What follows belongs to an exercise in optimizing a design on an open flow for small area, a short achievable clock period and few clock cycles per item; a production flow would make more cautious choices. Only simulation tests tie the RTL to the original design; equivalence was not proved. Power is estimated from default activity; no workload was simulated.

==> config.mk <==
export PLATFORM = sky130hd
export DESIGN_NAME = civ_engine
export DESIGN_NICKNAME = civ_engine
export VERILOG_FILES = /design/flow/design.v
export SDC_FILE = /design/flow/constraint.sdc
export NUM_CORES = 4
export LEC_CHECK = 0
export CAP_MARGIN = 20
export CORE_MARGIN = 2
export CORE_UTILIZATION = 40
export SLEW_MARGIN = 20
==> constraint.sdc <==
create_clock -name core_clock -period 40.0 [get_ports {clk}]
set_input_delay 8.0000 -clock core_clock [delete_from_list [all_inputs] [get_ports {clk}]]
set_output_delay 8.0000 -clock core_clock [all_outputs]
set_load 0.01 [all_outputs]
==> design.v <==
module civ_freq_enc (
    input  wire [31:0] bin,
    output wire [31:0] bcd       
);
    reg [39:0] acc;              
    integer i, d;
    always @(*) begin
        acc = 40'd0;
        for (i = 31; i >= 0; i = i - 1) begin
            for (d = 0; d < 10; d = d + 1)
                if (acc[4*d +: 4] >= 4'd5)
                    acc[4*d +: 4] = acc[4*d +: 4] + 4'd3;
            acc = {acc[38:0], bin[i]};
        end
    end
    assign bcd = acc[31:0];
endmodule
module civ_freq_dec (
    input  wire [7:0]  q0,       
    input  wire [7:0]  q1,       
    input  wire [7:0]  q2,       
    input  wire [7:0]  q3,       
    output wire [31:0] bin
);
    assign bin = q0[3:0] * 32'd1
               + q0[7:4] * 32'd10
               + q1[3:0] * 32'd100
               + q1[7:4] * 32'd1000
               + q2[3:0] * 32'd10000
               + q2[7:4] * 32'd100000
               + q3[3:0] * 32'd1000000
               + q3[7:4] * 32'd10000000;
endmodule
module civ_smeter_enc (
    input  wire [3:0] level,     
    output wire [7:0] m0,        
    output wire [7:0] m1         
);
    reg [7:0] v;
    always @(*) begin
        case (level)
            4'd0:  v = 8'd0;
            4'd1:  v = 8'd13;
            4'd2:  v = 8'd27;
            4'd3:  v = 8'd40;
            4'd4:  v = 8'd53;
            4'd5:  v = 8'd67;
            4'd6:  v = 8'd80;
            4'd7:  v = 8'd93;
            4'd8:  v = 8'd107;
            4'd9:  v = 8'd120;
            4'd10: v = 8'd140;
            4'd11: v = 8'd160;
            4'd12: v = 8'd180;
            4'd13: v = 8'd200;
            4'd14: v = 8'd220;
            default: v = 8'd241;
        endcase
    end
    wire [7:0] hund = v / 8'd100;
    wire [7:0] rest = v % 8'd100;
    wire [7:0] tens = rest / 8'd10;
    wire [7:0] ones = rest % 8'd10;
    assign m0 = hund;
    assign m1 = {tens[3:0], ones[3:0]};
endmodule
module civ_engine (
    input  wire        clk,
    input  wire        rst,          
    input  wire        en,           
    input  wire [10:0] bound,        
    input  wire        rx_valid,
    input  wire [7:0]  rx_data,
    output wire        rx_ready,
    output wire        tx_valid,
    output wire [7:0]  tx_data,
    input  wire        tx_ready,
    output wire        cb_req,
    output wire [3:0]  cb_slot,
    output wire [31:0] cb_arg,
    input  wire        cb_ack,
    input  wire [31:0] cb_rdata
);
    localparam [7:0] PREAMBLE   = 8'hFE;
    localparam [7:0] TERMINATOR = 8'hFD;
    localparam [7:0] ACK        = 8'hFB;
    localparam [7:0] NAK        = 8'hFA;
    localparam [7:0] RIG_ADDR   = 8'h56;
    localparam [7:0] CTRL_ADDR  = 8'hE0;
    localparam [7:0] RIG_ID     = 8'h56;
    localparam       BUF_CAP    = 16;
    localparam [7:0] OP_READ_FREQ   = 8'h03;
    localparam [7:0] OP_READ_MODE   = 8'h04;
    localparam [7:0] OP_SET_FREQ    = 8'h05;
    localparam [7:0] OP_SET_MODE    = 8'h06;
    localparam [7:0] OP_SET_VFO     = 8'h07;
    localparam [7:0] OP_READ_OFFSET = 8'h0C;
    localparam [7:0] OP_SPLIT       = 8'h0F;
    localparam [7:0] OP_TUNE_STEP   = 8'h10;
    localparam [7:0] OP_ATT         = 8'h11;
    localparam [7:0] OP_ANT         = 8'h12;
    localparam [7:0] OP_LEVELS      = 8'h14;
    localparam [7:0] OP_SMETER      = 8'h15;
    localparam [7:0] OP_FUNC        = 8'h16;
    localparam [7:0] OP_READ_ID     = 8'h19;
    localparam [7:0] OP_MISC        = 8'h1A;
    localparam [7:0] OP_PTT         = 8'h1C;
    localparam [7:0] VFO_A      = 8'h00;
    localparam [7:0] VFO_B      = 8'h01;
    localparam [7:0] VFO_A_TO_B = 8'hA0;
    localparam [7:0] VFO_SWAP   = 8'hB0;
    localparam [7:0] SPLIT_OFF  = 8'h00;
    localparam [7:0] SPLIT_ON   = 8'h01;
    localparam [7:0] MODE_LSB   = 8'h00;
    localparam [7:0] MODE_USB   = 8'h01;
    localparam [7:0] MODE_TAIL  = 8'h01;
    localparam [7:0] SUB_SMETER = 8'h02;
    localparam [7:0] PTT_ON     = 8'h01;
    localparam [3:0] CB_GET_FREQ   = 4'd0;
    localparam [3:0] CB_SET_FREQ   = 4'd1;
    localparam [3:0] CB_GET_MODE   = 4'd2;
    localparam [3:0] CB_SET_MODE   = 4'd3;
    localparam [3:0] CB_GET_PTT    = 4'd4;
    localparam [3:0] CB_SET_PTT    = 4'd5;
    localparam [3:0] CB_SET_SPLIT  = 4'd6;
    localparam [3:0] CB_SELECT_VFO = 4'd7;
    localparam [3:0] CB_VFO_A_TO_B = 4'd8;
    localparam [3:0] CB_VFO_SWAP   = 4'd9;
    localparam [3:0] CB_GET_SMETER = 4'd10;
    localparam [1:0] RS_IDLE = 2'd0;
    localparam [1:0] RS_SAW  = 2'd1;
    localparam [1:0] RS_ACC  = 2'd2;
    localparam [2:0] ST_RX     = 3'd0;   
    localparam [2:0] ST_ERR    = 3'd1;   
    localparam [2:0] ST_ECHO   = 3'd2;   
    localparam [2:0] ST_CALL   = 3'd3;   
    localparam [2:0] ST_REPLY  = 3'd4;   
    reg [2:0]  state;
    reg [1:0]  rs;
    reg [4:0]  n;                        
    reg [7:0]  buf_q [0:BUF_CAP-1];
    reg [4:0]  tx_idx;                   
    reg [31:0] res;                      
    assign rx_ready = (state == ST_RX) && en;
    wire rx_fire = rx_valid && rx_ready;
    wire [7:0] f0 = buf_q[0];
    wire [7:0] f1 = buf_q[1];
    wire [7:0] op = buf_q[2];
    wire [7:0] f3 = buf_q[3];
    wire [7:0] f4 = buf_q[4];
    wire [4:0] L  = n;
    wire [7:0] sub0 = (L >= 5'd4) ? f3 : 8'h00;
    wire [7:0] dst = (L >= 5'd2) ? f1 : CTRL_ADDR;
    wire [7:0] src = (L >= 5'd2) ? f0 : RIG_ADDR;
    wire [31:0] set_freq_val;
    civ_freq_dec u_dec (
        .q0(buf_q[3]), .q1(buf_q[4]), .q2(buf_q[5]), .q3(buf_q[6]),
        .bin(set_freq_val)
    );
    reg        need_call;
    reg [3:0]  call_slot;
    reg [31:0] call_arg;
    always @(*) begin
        need_call = 1'b0;
        call_slot = 4'd0;
        call_arg  = 32'd0;
        if (L >= 5'd3) begin
            case (op)
                OP_READ_FREQ: begin
                    need_call = bound[CB_GET_FREQ];
                    call_slot = CB_GET_FREQ;
                end
                OP_READ_MODE: begin
                    need_call = bound[CB_GET_MODE];
                    call_slot = CB_GET_MODE;
                end
                OP_SET_FREQ: begin
                    need_call = (L >= 5'd7) && bound[CB_SET_FREQ];
                    call_slot = CB_SET_FREQ;
                    call_arg  = set_freq_val;
                end
                OP_SET_MODE: begin
                    need_call = (L >= 5'd4) && (f3 == MODE_LSB || f3 == MODE_USB)
                                && bound[CB_SET_MODE];
                    call_slot = CB_SET_MODE;
                    call_arg  = {31'd0, f3 == MODE_USB};
                end
                OP_SET_VFO: begin
                    if (L >= 5'd4) begin
                        case (f3)
                            VFO_A: begin
                                need_call = bound[CB_SELECT_VFO];
                                call_slot = CB_SELECT_VFO;
                            end
                            VFO_B: begin
                                need_call = bound[CB_SELECT_VFO];
                                call_slot = CB_SELECT_VFO;
                                call_arg  = 32'd1;
                            end
                            VFO_A_TO_B: begin
                                need_call = bound[CB_VFO_A_TO_B];
                                call_slot = CB_VFO_A_TO_B;
                            end
                            VFO_SWAP: begin
                                need_call = bound[CB_VFO_SWAP];
                                call_slot = CB_VFO_SWAP;
                            end
                            default: ;
                        endcase
                    end
                end
                OP_SPLIT: begin
                    need_call = (L >= 5'd4) && (f3 == SPLIT_ON || f3 == SPLIT_OFF)
                                && bound[CB_SET_SPLIT];
                    call_slot = CB_SET_SPLIT;
                    call_arg  = {31'd0, f3 == SPLIT_ON};
                end
                OP_SMETER: begin
                    need_call = (L >= 5'd4) && (f3 == SUB_SMETER) && bound[CB_GET_SMETER];
                    call_slot = CB_GET_SMETER;
                end
                OP_PTT: begin
                    if (L <= 5'd4) begin
                        need_call = bound[CB_GET_PTT];
                        call_slot = CB_GET_PTT;
                    end else begin
                        need_call = bound[CB_SET_PTT];
                        call_slot = CB_SET_PTT;
                        call_arg  = {31'd0, f4 == PTT_ON};
                    end
                end
                default: ;
            endcase
        end
    end
    wire [31:0] freq_bcd;
    civ_freq_enc u_enc (.bin(res), .bcd(freq_bcd));
    wire [7:0] sm0, sm1;
    civ_smeter_enc u_sm (.level(res[3:0]), .m0(sm0), .m1(sm1));
    reg [7:0] rep [0:10];
    reg [3:0] rep_len;
    integer k;
    always @(*) begin
        for (k = 0; k < 11; k = k + 1)
            rep[k] = 8'h00;
        rep[0]  = dst;
        rep[1]  = src;
        rep[2]  = NAK;
        rep_len = 4'd3;
        if (L >= 5'd3) begin
            case (op)
                OP_READ_FREQ: begin
                    rep[2] = op;
                    rep[3] = freq_bcd[7:0];
                    rep[4] = freq_bcd[15:8];
                    rep[5] = freq_bcd[23:16];
                    rep[6] = freq_bcd[31:24];
                    rep[7] = 8'h00;
                    rep_len = 4'd8;
                end
                OP_READ_MODE: begin
                    rep[2] = op;
                    rep[3] = res[0] ? MODE_USB : MODE_LSB;
                    rep[4] = MODE_TAIL;
                    rep_len = 4'd5;
                end
                OP_SET_FREQ, OP_SET_MODE, OP_SET_VFO, OP_SPLIT:
                    rep[2] = ACK;
                OP_SMETER: begin
                    if (L >= 5'd4 && f3 == SUB_SMETER) begin
                        rep[2] = op;
                        rep[3] = SUB_SMETER;
                        rep[4] = sm0;
                        rep[5] = sm1;
                        rep_len = 4'd6;
                    end
                end
                OP_PTT: begin
                    if (L <= 5'd4) begin
                        rep[2] = op;
                        rep[3] = sub0;
                        rep[4] = {7'd0, res[0]};
                        rep_len = 4'd5;
                    end else
                        rep[2] = ACK;
                end
                OP_READ_ID: begin
                    rep[2] = op;
                    rep[3] = sub0;
                    rep[4] = RIG_ID;
                    rep_len = 4'd5;
                end
                OP_READ_OFFSET: begin
                    if (L == 5'd3) begin
                        rep[2] = op;
                        rep_len = 4'd6;
                    end else
                        rep[2] = ACK;
                end
                OP_TUNE_STEP, OP_ATT, OP_ANT: begin
                    if (L == 5'd3) begin
                        rep[2] = op;
                        rep_len = 4'd4;
                    end else
                        rep[2] = ACK;
                end
                OP_LEVELS: begin
                    if (L <= 5'd4) begin
                        rep[2] = op;
                        rep[3] = sub0;
                        rep_len = 4'd6;
                    end else
                        rep[2] = ACK;
                end
                OP_FUNC, OP_MISC: begin
                    if (L <= 5'd4) begin
                        rep[2] = op;
                        rep[3] = sub0;
                        rep_len = 4'd5;
                    end else
                        rep[2] = ACK;
                end
                default: ;
            endcase
        end
    end
    wire [4:0] pay_idx = tx_idx - 5'd2;   
    reg  [4:0] pay_len;
    reg  [7:0] pay_byte;
    always @(*) begin
        case (state)
            ST_ERR: begin
                pay_len = 5'd3;
                case (tx_idx)
                    5'd2:    pay_byte = CTRL_ADDR;
                    5'd3:    pay_byte = RIG_ADDR;
                    default: pay_byte = NAK;
                endcase
            end
            ST_ECHO: begin
                pay_len  = n;
                pay_byte = buf_q[pay_idx[3:0]];
            end
            default: begin
                pay_len  = {1'b0, rep_len};
                pay_byte = rep[pay_idx[3:0]];
            end
        endcase
    end
    wire sending = (state == ST_ERR) || (state == ST_ECHO) || (state == ST_REPLY);
    wire last_byte = (tx_idx == pay_len + 5'd2);
    assign tx_valid = sending;
    assign tx_data  = (tx_idx < 5'd2) ? PREAMBLE :
                      last_byte        ? TERMINATOR : pay_byte;
    wire tx_fire = tx_valid && tx_ready;
    assign cb_req  = (state == ST_CALL);
    assign cb_slot = call_slot;
    assign cb_arg  = call_arg;
    always @(posedge clk) begin
        if (rst) begin
            state  <= ST_RX;
            rs     <= RS_IDLE;
            n      <= 5'd0;
            tx_idx <= 5'd0;
            res    <= 32'd0;
        end else begin
            case (state)
                ST_RX: begin
                    if (rx_fire) begin
                        case (rs)
                            RS_IDLE: begin
                                if (rx_data == PREAMBLE)
                                    rs <= RS_SAW;
                            end
                            RS_SAW: begin
                                if (rx_data == PREAMBLE) begin
                                    rs <= RS_ACC;
                                    n  <= 5'd0;
                                end else begin
                                    rs    <= RS_IDLE;        
                                    state <= ST_ERR;
                                end
                            end
                            default: begin
                                if (rx_data == TERMINATOR) begin
                                    rs    <= RS_IDLE;        
                                    state <= ST_ECHO;
                                end else if (n == BUF_CAP) begin
                                    rs    <= RS_IDLE;        
                                    n     <= 5'd0;
                                    state <= ST_ERR;
                                end else begin
                                    buf_q[n[3:0]] <= rx_data;
                                    n <= n + 5'd1;
                                end
                            end
                        endcase
                    end
                end
                ST_ERR: begin
                    if (tx_fire) begin
                        if (last_byte) begin
                            tx_idx <= 5'd0;
                            state  <= ST_RX;
                        end else
                            tx_idx <= tx_idx + 5'd1;
                    end
                end
                ST_ECHO: begin
                    if (tx_fire) begin
                        if (last_byte) begin
                            tx_idx <= 5'd0;
                            res    <= 32'd0;
                            state  <= need_call ? ST_CALL : ST_REPLY;
                        end else
                            tx_idx <= tx_idx + 5'd1;
                    end
                end
                ST_CALL: begin
                    if (cb_ack) begin
                        res   <= cb_rdata;
                        state <= ST_REPLY;
                    end
                end
                default: begin   
                    if (tx_fire) begin
                        if (last_byte) begin
                            tx_idx <= 5'd0;
                            n      <= 5'd0;
                            state  <= ST_RX;
                        end else
                            tx_idx <= tx_idx + 5'd1;
                    end
                end
            endcase
        end
    end
endmodule
==> run.sh <==
#!/bin/bash
# synth_recipe.tcl (not shown) runs the flow's synth.tcl, then flattens the netlist and writes it again
# the make line also repeats each setting of config.mk as NAME=value (left out here)
make -C /OpenROAD-flow-scripts/flow DESIGN_CONFIG=/design/flow/config.mk WORK_HOME=/design/flow/orfs CLKGATE_MAP_FILE= SYNTH_SCRIPT=/design/flow/synth_recipe.tcl finish
==> summary.txt <==
-- metal layers --
layer  part of all wire  track usage  up-vias
met5                  0            0        -
met4              0.027       0.0613        0
met3              0.032       0.0137      133
met2               0.49        0.373      754
met1               0.45        0.260    16900
li1                   -            -    18000
-- state kept, by name (all words and copies together), names as in the netlist --
name    count
u_sm.v      8
res        32
n           5
state       3
buf_q     128
tx_idx      5
rs          2
-- through the flow --
step	instances	utilization	hold WS, ns	cell area [um^2]	power, mW
after floorplan	4743	-	0.486	37300	0.209
after global placement	5973	0.425	0.514	39500	0.219
after detailed placement	5973	0.425	0.518	39500	0.219
after CTS	6005	0.432	0.532	40100	0.392
after global routing	6022	0.437	0.578	40600	0.398
final	6022	0.437	0.537	40600	0.388
-- layout make-up --
type | count | area share
multi-input combinational | 3991 | 0.752
sequential | 183 | 0.122
tap | 1254 | 0.0387
inverter | 410 | 0.0381
timing repair buffer | 152 | 0.0342
clock buffer | 18 | 0.0106
clock inverter | 14 | 0.00407
-- cells in the mapped netlist (43+ instances only) --
master,instances
sky130_fd_sc_hd__a211oi_1,88
sky130_fd_sc_hd__a21o_1,84
sky130_fd_sc_hd__a21oi_1,290
sky130_fd_sc_hd__a22oi_1,57
sky130_fd_sc_hd__a31oi_1,73
sky130_fd_sc_hd__and2_1,82
sky130_fd_sc_hd__and3_1,45
sky130_fd_sc_hd__clkbuf_1,116
sky130_fd_sc_hd__dfxtp_1,55
sky130_fd_sc_hd__edfxtp_1,128
sky130_fd_sc_hd__fa_1,70
sky130_fd_sc_hd__ha_1,349
sky130_fd_sc_hd__inv_1,358
sky130_fd_sc_hd__inv_2,43
sky130_fd_sc_hd__mux2_2,56
sky130_fd_sc_hd__mux2i_1,94
sky130_fd_sc_hd__nand2_1,316
sky130_fd_sc_hd__nand2b_1,67
sky130_fd_sc_hd__nand3_1,132
sky130_fd_sc_hd__nor2_1,406
sky130_fd_sc_hd__nor2b_1,47
sky130_fd_sc_hd__nor3_1,151
sky130_fd_sc_hd__o211ai_1,100
sky130_fd_sc_hd__o21a_1,49
sky130_fd_sc_hd__o21ai_0,223
sky130_fd_sc_hd__o21ai_1,71
sky130_fd_sc_hd__or3_1,55
sky130_fd_sc_hd__xnor2_1,123
-- cell families (layout without fill, tap and decap cells) --
logic type | count (synthesis) | after routing | share of synthesized area
mux | 201 | 201 | 0.0708
flops | 183 | 183 | 0.132
xor+xnor | 186 | 186 | 0.0507
other cells | 1 | 3 | 0.000100
compound gates | 1658 | 1658 | 0.326
fa+ha+maj | 420 | 420 | 0.155
buf+inv | 569 | 594 | 0.0601
simple gates | 1523 | 1523 | 0.205
-- repair_timing --
| action | in CTS | in global routing |
|---|---|---|
| endpoints found under the setup margin | 3 | 7 |
| resized for setup | 2 | 61 |
| setup buffers | 0 | 17 |
| endpoints found under the hold margin | 0 | 0 |
| pin swaps | 0 | 17 |
| hold buffers | 0 | 0 |
-- power by group --
part           switching, mW  total, mW  internal [mW]
registers         0.00000714      0.202          0.202
clock network         0.0887      0.174         0.0849
logic                0.00627     0.0123        0.00602
-- cells in the final DEF (no fill, tap or decap), types with 67 or more instances in the layout --
cell / count
sky130_fd_sc_hd__a31oi_1: 72
sky130_fd_sc_hd__mux2i_1: 93
sky130_fd_sc_hd__and2_1: 81
sky130_fd_sc_hd__a21oi_1: 289
sky130_fd_sc_hd__nor3_1: 146
sky130_fd_sc_hd__inv_1: 358
sky130_fd_sc_hd__o21ai_1: 71
sky130_fd_sc_hd__nand3_1: 132
sky130_fd_sc_hd__nand2b_1: 67
sky130_fd_sc_hd__nand2_1: 314
sky130_fd_sc_hd__xnor2_1: 118
sky130_fd_sc_hd__a211oi_1: 86
sky130_fd_sc_hd__nor2_1: 406
sky130_fd_sc_hd__o21ai_0: 221
sky130_fd_sc_hd__a21o_1: 84
sky130_fd_sc_hd__ha_1: 344
sky130_fd_sc_hd__fa_1: 70
sky130_fd_sc_hd__clkdlybuf4s50_1: 99
sky130_fd_sc_hd__o211ai_1: 100
sky130_fd_sc_hd__edfxtp_1: 128
-- worst max-delay path: cells and delay by family (launching register included) --
| family | cells | cell delay, ns |
|---|---|---|
| buffers and inverters | 16 | 1.95 |
| adders and majority gates | 27 | 6.12 |
| AOI/OAI and AO/OA | 47 | 9.34 |
| muxes | 1 | 0.29 |
| DFF | 1 | 0.44 |
| and+or+nand+nor | 44 | 8.73 |
| xor gates and xnor gates | 9 | 2.26 |
-- final timing paths --
| kind | slack (ns) | startpoint | endpoint |
|---|---|---|---|
| worst min-delay path | 0.54 | rs[0]$_SDFFE_PP0P_ | rs[0]$_SDFFE_PP0P_ |
| worst max register to register | 34.01 | buf_q[2][4]$_DFFE_PP_ | u_sm.v[0]$_DFF_P_ |
| worst max-delay path | 2.31 | res[30]$_SDFFE_PP0P_ | tx_data[6] |
| worst min register to register | 0.54 | rs[0]$_SDFFE_PP0P_ | rs[0]$_SDFFE_PP0P_ |
==> metrics.yaml <==
logic_synthesis:
  ys_ff_latch: 183
  post-synth-top-area-fraction: 0.117
  yosys.cell_types.count: 159
  synth-edff-count: 128
  synthesis.area_per_instance_um2: 7.87
  main_synth_ff_type: "sky130_fd_sc_hd__edfxtp_1"
  netlist.top_cell.by_area: "sky130_fd_sc_hd__ha_1"
  asyncSetResetFlopFracSynth: 0
  mappedNetlistArea_um2: 37300
  ys_seq_area_frac: 0.132
  ys_warn_count: 5
  synthesis.instances: 4741
  synth_top_cells_by_area: "sky130_fd_sc_hd__ha_1 12%, sky130_fd_sc_hd__edfxtp_1 10%, sky130_fd_sc_hd__nor2_1 4.1%, sky130_fd_sc_hd__a21oi_1 3.9%, sky130_fd_sc_hd__fa_1 3.8%"
pwr:
  leakage_nw: 16.1
  power_density_nw_per_um2: 9.56
  max-vdd-ir-drop_v: 0.0000425
setup_path:
  r2r_cells: 24
  worst_setup_end_kind: "output port"
  crit_top_cell: "sky130_fd_sc_hd__ha_1"
  highest_cell_delay_on_the_worst_timing_path_ns: 0.53
  crit_path_top_delay_cell: "sky130_fd_sc_hd__or4_1"
  setup.worst_path.start_class: "flip-flop"
  crit_fanout: 10
  cp.required_ns: 32.00
  cp_data_arrival_time_ns: 29.69
  worstSetupPathType: "flip-flop to output port"
sta:
  fin_tns_setup_ns: 0
  setup_viol: 0
  maxSlewViolCount: 0
  achievable-frequency_mhz: 26.5
  slew_headroom: 0.270
  period_needed_ns: 37.69
  post-route-period-util: 0.942
  tightest_slew_ns: 1.08
  hold_viol: 0
  fin_clk_skew_ns: 0.0159
  layout_setup_ws_ns: 2.31
die:
  floorplan.initialDensity: 0.402
  row_count: 112
  chipWidth_um: 310
  floorplan.io_pins: 104
  die-area_um2: 95800
  core_um2: 92900
  die_boundary_height_um: 310
clock_network:
  tritoncts_clock_tree: "built"
  root_buffer: "sky130_fd_sc_hd__clkbuf_16"
  clk_pin_slew_worst_paths_ns: 0.08
  max-clock-path-buffers: 2
  cts_buffers: 17
  cts-htree-levels: 4
  cts.sinks: 183
  clock_latency_ns: 0.47
detailed_routing:
  drt_first_iter_violations: 2474
  routed-via-count: 35800
  dr.pass1.iters: 6
  wire_length_per_cell_um: 16.8
  postRouteWirelength_mm: 101
  route.detailed.vias_per_inst: 5.94
  drc_errors: 0
  drt.antenna.violating_nets: 0
global_routing:
  antenna_found_initial: 0
  vias_in_the_first_global_route: 34000
  gr-usage-all-layers: 0.206
  grt_first_pass_wirelength_mm: 167
  maximum_number_of_pins_on_one_net_before_global_route_repair: 49
  overflow: 0
worst_hold_path:
  timing.hold.worst.class: "flip-flop to flip-flop"
  hold_path_depth: 2
final_layout:
  filler_cell_count: 9459
  nets: 5231
  layout.area.seq_um2: 4950
  flow.area_growth_from_synthesis_pct: 8.68
  drive_gt1_frac: 0.107
  multi_input_area_um2: 30500
  diodes: 0
job:
  timing.max_cap.violations: 0
status:
  status: "complete, no violations"
place:
  pre_cts_ws_ns: 0.339
  port_buffers: 100
  dp_hpwl_mm: 79.1
  gpl.final_weighted_congestion: 0.946
Testbench counts, summed over its fixed seeds: cycles 18,573, frames 768.

-- port drivers added, routing unchanged --
The results above use ideal ports. As a check the final layout listed here was re-extracted and re-timed, cells and wires unchanged. Step 1 sets driving cells, clkbuf_16 on the clock port and buf_2 on the other inputs (assumed; they add their load-dependent delay and slew). Step 2, shift: input delay + t, output delay - t, t = (earliest + latest rising clock arrival at the registers) / 2. This alone moves slack from input paths to output paths. a / b / c = ideal ports / drivers / drivers and shift; a / b = the first two.
t (ns): 0.526
slack for setup (ns): 2.310 / 2.247 / 2.773
worst hold slack (ns): 0.537 / 0.537 / 0.537
slew at the worst register clock pin (ns): 0.09 / 0.09
After both steps this run still meets setup and hold. For this run, drivers alone change the setup slack by -0.063 ns; drivers and shift together by +0.463 ns.
